This design comes from an exercise in tuning for small area on the open sky130 flow, not from production work.
The RTL was checked by simulation tests, not by an equivalence proof against the original design.
No driver is modelled on the clock port, so clocking that relies on it looks cheaper here than on a real chip.

// bms_frame_codec
module bms_frame_codec (
    input  wire        clk,
    input  wire        rst,
    input  wire        op_valid,
    output wire        op_ready,
    input  wire [7:0]  op_code,
    input  wire [31:0] op_arg,
    input  wire        hin_valid,
    output wire        hin_ready,
    input  wire [7:0]  hin_data,
    output wire        res_valid,
    input  wire        res_ready,
    output wire [3:0]  res_code,
    output wire [31:0] res_data,
    output wire        hout_valid,
    input  wire        hout_ready,
    output wire [7:0]  hout_data,
    output wire        tx_valid,
    input  wire        tx_ready,
    output wire [7:0]  tx_data,
    input  wire        rx_valid,
    output wire        rx_ready,
    input  wire        rx_tmo,
    input  wire [7:0]  rx_data
);
For scale: roughly 2700 cells after synthesis, ~2100 flip-flops, ~120 I/O pins.
==> module bms_frame_codec, before the edit <==
module bms_frame_codec (
    input  wire        clk,
    input  wire        rst,
    input  wire        op_valid,
    output wire        op_ready,
    input  wire [7:0]  op_code,
    input  wire [31:0] op_arg,
    input  wire        hin_valid,
    output wire        hin_ready,
    input  wire [7:0]  hin_data,
    output wire        res_valid,
    input  wire        res_ready,
    output wire [3:0]  res_code,
    output wire [31:0] res_data,
    output wire        hout_valid,
    input  wire        hout_ready,
    output wire [7:0]  hout_data,
    output wire        tx_valid,
    input  wire        tx_ready,
    output wire [7:0]  tx_data,
    input  wire        rx_valid,
    output wire        rx_ready,
    input  wire        rx_tmo,
    input  wire [7:0]  rx_data
);
    localparam [3:0] S_IDLE    = 4'd0;
    localparam [3:0] S_TX_HDR  = 4'd1;      
    localparam [3:0] S_TX_PAY  = 4'd2;      
    localparam [3:0] S_RX_PRE  = 4'd3;      
    localparam [3:0] S_RX_SYNC = 4'd4;      
    localparam [3:0] S_RX_HDR  = 4'd5;      
    localparam [3:0] S_RX_PAY  = 4'd6;      
    localparam [3:0] S_RES     = 4'd7;      
    localparam [3:0] S_RESP    = 4'd8;      
    localparam [3:0] S_POUT    = 4'd9;      
    localparam [3:0] S_POUTF   = 4'd10;     
    localparam [1:0] X_OK = 2'd0, X_NP = 2'd1, X_BI = 2'd2, X_BO = 2'd3;
    reg [3:0]  st;
    reg [1:0]  xc;
    reg [31:0] h;         
    reg [7:0]  cnt;
    reg [7:0]  crc_acc;
    reg [7:0]  crc_w;
    reg [7:0]  ph;        
    reg [2039:0] ring;    
    wire [7:0] len = h[31:24];
    wire       at_len = (cnt == len);
    wire       aligned = (ph == cnt);
    wire in_rx = (st == S_RX_PRE) || (st == S_RX_SYNC) || (st == S_RX_HDR) || (st == S_RX_PAY);
    reg [7:0] tx_b;
    always @(*) begin
        if (st == S_TX_PAY)
            tx_b = at_len ? crc_w : hin_data;
        else
            tx_b = cnt[3] ? h[7:0] : (cnt[2:0] == 3'd7) ? 8'hF0 : 8'h55;
    end
    assign op_ready   = (st == S_IDLE);
    assign tx_valid   = (st == S_TX_HDR) || ((st == S_TX_PAY) && (at_len || hin_valid));
    assign tx_data    = tx_b;
    assign hin_ready  = (st == S_TX_PAY) && !at_len && tx_ready;
    assign rx_ready   = in_rx && (st != S_RX_PAY || at_len || aligned);
    assign res_valid  = (st == S_RES) || (st == S_RESP);
    assign res_code   = {xc[1] & xc[0], 1'b0, xc[1] ^ xc[0], xc[1]};
    assign res_data   = h;
    assign hout_valid = (st == S_POUTF);
    assign hout_data  = h[7:0];
    wire tx_take = tx_valid && tx_ready;
    wire rx_take = rx_valid && rx_ready;
    wire wr      = rx_take && !rx_tmo && (st == S_RX_PAY) && !at_len;
    wire [7:0] crc_acc_next, crc_w_next;
    bms_crc8_step u_crc_acc (.crc_in(crc_acc), .data_in(op_arg[7:0]), .crc_out(crc_acc_next));
    bms_crc8_step u_crc_w   (.crc_in(crc_w),   .data_in(in_rx ? rx_data : tx_b), .crc_out(crc_w_next));
    always @(posedge clk) begin
        ring <= {ring[2031:0], ring[2039:2032]};
        if (wr)
            ring[15:8] <= rx_data;
    end
    always @(posedge clk) begin
        if (rst || ph == 8'd254)
            ph <= 8'd0;
        else
            ph <= ph + 8'd1;
    end
    always @(posedge clk) begin
        if (rst) begin
            st      <= S_IDLE;
            crc_acc <= 8'h00;
        end else begin
            case (st)
            S_IDLE: if (op_valid) begin
                cnt   <= 8'd3;
                crc_w <= 8'h00;
                xc    <= X_OK;
                st    <= S_RES;
                case (op_code)
                8'h00: begin
                    crc_acc <= 8'h00;
                    h       <= 32'd0;
                end
                8'h01: begin
                    crc_acc <= crc_acc_next;
                    h       <= {24'd0, crc_acc_next};
                end
                8'h03: begin
                    h <= op_arg;
                    if (op_arg[6:0] != 7'd0) begin
                        xc <= X_BI;
                        h  <= {24'd0, op_arg[7:0]};
                    end else begin
                        st <= S_TX_HDR;
                    end
                end
                8'h04: st <= S_RX_PRE;
                default: begin
                    xc <= X_BO;
                    h  <= {24'd0, op_code};
                end
                endcase
            end
            S_TX_HDR: if (tx_ready) begin
                cnt <= cnt + 8'd1;
                if (cnt[3]) begin
                    crc_w <= crc_w_next;
                    h     <= {h[7:0], h[31:8]};
                end
                if (cnt[3] && cnt[1:0] == 2'd3) begin
                    cnt <= 8'd0;
                    st  <= S_TX_PAY;
                end
            end
            S_TX_PAY: if (tx_take) begin
                if (at_len) begin
                    h  <= {23'd0, {1'b0, len} + 9'd10};
                    st <= S_RES;
                end else begin
                    crc_w <= crc_w_next;
                    cnt   <= cnt + 8'd1;
                end
            end
            S_RX_PRE, S_RX_SYNC, S_RX_HDR, S_RX_PAY: if (rx_take) begin
                if (rx_tmo) begin
                    xc <= X_NP;
                    h  <= {31'd0, st != S_RX_PRE};
                    st <= S_RES;
                end else begin
                    case (st)
                    S_RX_PRE: if (rx_data == 8'h55) st <= S_RX_SYNC;
                    S_RX_SYNC: begin
                        cnt <= 8'd0;
                        if (rx_data == 8'hF0) begin
                            st <= S_RX_HDR;
                        end else if (rx_data != 8'h55) begin
                            xc <= X_NP;
                            h  <= 32'd2;
                            st <= S_RES;
                        end
                    end
                    S_RX_HDR: begin
                        h     <= {rx_data, h[31:16], h[15], 7'd0};
                        crc_w <= crc_w_next;
                        cnt   <= cnt + 8'd1;
                        if (cnt[1:0] == 2'd3) begin
                            cnt <= 8'd0;
                            st  <= S_RX_PAY;
                        end
                    end
                    default: begin  
                        if (at_len) begin
                            cnt <= 8'd0;
                            if (rx_data == crc_w) begin
                                st <= S_RESP;
                            end else begin
                                xc <= X_NP;
                                h  <= 32'd3;
                                st <= S_RES;
                            end
                        end else begin
                            crc_w <= crc_w_next;
                            cnt   <= cnt + 8'd1;
                        end
                    end
                    endcase
                end
            end
            S_RES: if (res_ready) st <= S_IDLE;
            S_RESP: if (res_ready) st <= S_POUT;
            default: begin  
                if (st == S_POUT || hout_ready) begin
                    if (at_len) begin
                        st <= S_IDLE;
                    end else if (aligned) begin
                        h[7:0] <= ring[7:0];
                        st     <= S_POUTF;
                        cnt    <= cnt + 8'd1;
                    end else begin
                        st <= S_POUT;
                    end
                end
            end
            endcase
        end
    end
endmodule
export LEC_CHECK = 0
export CAP_MARGIN = 20
export CORE_MARGIN = 2
export CORE_UTILIZATION = 50
export PLACE_DENSITY = 0.9
export SLEW_MARGIN = 20
create_clock -name core_clock -period 10.0 [get_ports {clk}]
standard.sh (not shown) runs the stock make flow with config.mk's settings and CLKGATE_MAP_FILE= SYNTH_SCRIPT=/design/flow/synth_recipe.tcl, a recipe that flattens the netlist after the stock synthesis.
==> flow/flow/run.sh <==
#!/bin/bash
# Standard ORFS layout (the standard.sh), with these changes:
#  - port buffers: buf_1 cells;
#  - clock tree: clkbuf_16 buffers, no dummy loads, and the sink clustering
#    picked from a few candidates: after placement each candidate tree is
#    built on the placed design, and the one adding the least area whose
#    worst flip-flop clock-pin slew (placement parasitics) is at most
#    SLEW_CAP ns is used for the real clock tree.
set -euo pipefail
BUF="BUFFER_PORTS_ARGS=-buffer_cell sky130_fd_sc_hd__buf_1"
BASE="-sink_clustering_enable -repair_clock_nets -dont_use_dummy_load -buf_list sky130_fd_sc_hd__clkbuf_16"
SLEW_CAP=0.120
RES=orfs/results/$FLOW_PLATFORM/bms_frame_codec/base

bash standard.sh "$BUF" place > flow_place.log 2>&1

CANDS=("-sink_clustering_size 36 -sink_clustering_max_diameter 100"
       "-sink_clustering_size 34 -sink_clustering_max_diameter 80"
       "-sink_clustering_size 33 -sink_clustering_max_diameter 90"
       "-sink_clustering_size 32 -sink_clustering_max_diameter 100"
       "-sink_clustering_size 32 -sink_clustering_max_diameter 80"
       "-sink_clustering_size 30 -sink_clustering_max_diameter 80"
       "-sink_clustering_size 28 -sink_clustering_max_diameter 100"
       "-sink_clustering_size 24 -sink_clustering_max_diameter 60")
pids=()
for i in "${!CANDS[@]}"; do
  TRIAL_DB=$RES/3_place.odb TRIAL_SDC=$RES/3_place.sdc TRIAL_CTS_ARGS="$BASE ${CANDS[$i]}" \
    openroad -no_init -threads 1 -exit flow/cts_trial.tcl > flow_cts_trial_$i.log 2>&1 &
  pids+=($!)
  if (( ${#pids[@]} >= NUM_CORES )); then wait "${pids[0]}" || true; pids=("${pids[@]:1}"); fi
done
wait || true

best=""; best_area=""
for i in "${!CANDS[@]}"; do
  r=$(grep -h "^TRIAL_RESULT" flow_cts_trial_$i.log | tail -1 || true)
  [[ -z "$r" ]] && continue
  area=$(echo "$r" | awk '{print $2}'); slew=$(echo "$r" | awk '{print $3}')
  echo "candidate $i: ${CANDS[$i]} area $area slew $slew" >> flow_cts_pick.log
  if awk -v s="$slew" -v c="$SLEW_CAP" 'BEGIN{exit !(s <= c)}'; then
    if [[ -z "$best" ]] || awk -v a="$area" -v b="$best_area" 'BEGIN{exit !(a < b)}'; then
      best=$i; best_area=$area
    fi
  fi
done
[[ -z "$best" ]] && best=$(( ${#CANDS[@]} - 1 ))
echo "picked $best: ${CANDS[$best]}" >> flow_cts_pick.log

bash standard.sh "$BUF" "CTS_ARGS=$BASE ${CANDS[$best]}" finish > flow_make.log 2>&1
Other scripts of this flow, unchanged in this note and not shown: flow/flow/cts_trial.tcl
The first run completed with no timing, DRC or antenna violations.
Next try:
--- a/flow/design.v
+++ b/flow/design.v
@@ -58,7 +58,7 @@
     reg [31:0] h;         
     reg [7:0]  cnt;
     reg [7:0]  crc_acc;
-    reg [7:0]  crc_w;
+    reg [7:0]  crc_w;     
     reg [7:0]  ph;        
     reg [2039:0] ring;    
     wire [7:0] len = h[31:24];
@@ -81,7 +81,7 @@
     assign res_code   = {xc[1] & xc[0], 1'b0, xc[1] ^ xc[0], xc[1]};
     assign res_data   = h;
     assign hout_valid = (st == S_POUTF);
-    assign hout_data  = h[7:0];
+    assign hout_data  = crc_w;
     wire tx_take = tx_valid && tx_ready;
     wire rx_take = rx_valid && rx_ready;
     wire wr      = rx_take && !rx_tmo && (st == S_RX_PAY) && !at_len;
@@ -207,7 +207,7 @@
                     if (at_len) begin
                         st <= S_IDLE;
                     end else if (aligned) begin
-                        h[7:0] <= ring[7:0];
+                        crc_w  <= ring[7:0];
                         st     <= S_POUTF;
                         cnt    <= cnt + 8'd1;
                     end else begin
Setup slack loses 0.0097 ns.
Non-clock buffer count is unchanged.
Synthesized cell count shrinks slightly.
Area after synthesis barely changes.
Routed wire length climbs by roughly a tenth.

port drivers added, routing unchanged:
In the flow no input, the clock included, has a driving cell. The finished layouts below were timed again as built, in two steps.
Step 1: set_driving_cell puts a clkbuf_16 on clk and a buf_2 on each other input, an assumption about the parent block.
Step 2 also shifts input and output timing later by t, the mid clock arrival at the registers, as if the neighbouring blocks saw the same clock.
Slacks: no drivers / after step 1 / after step 2; pairs: no drivers / after step 1.
run	t (ns)	setup slack, ns	worst hold slack (ns)	worst setup path after step 2	worst data-port slew with drivers (ns)
the first run	0.676	4.462 / 4.401 / 5.077	0.285 / 0.285 / 0.285	register to output	0.08
the second run	0.678	4.452 / 4.392 / 5.071	0.294 / 0.294 / 0.294	register to output	0.10
After both steps every run listed still meets setup and hold.
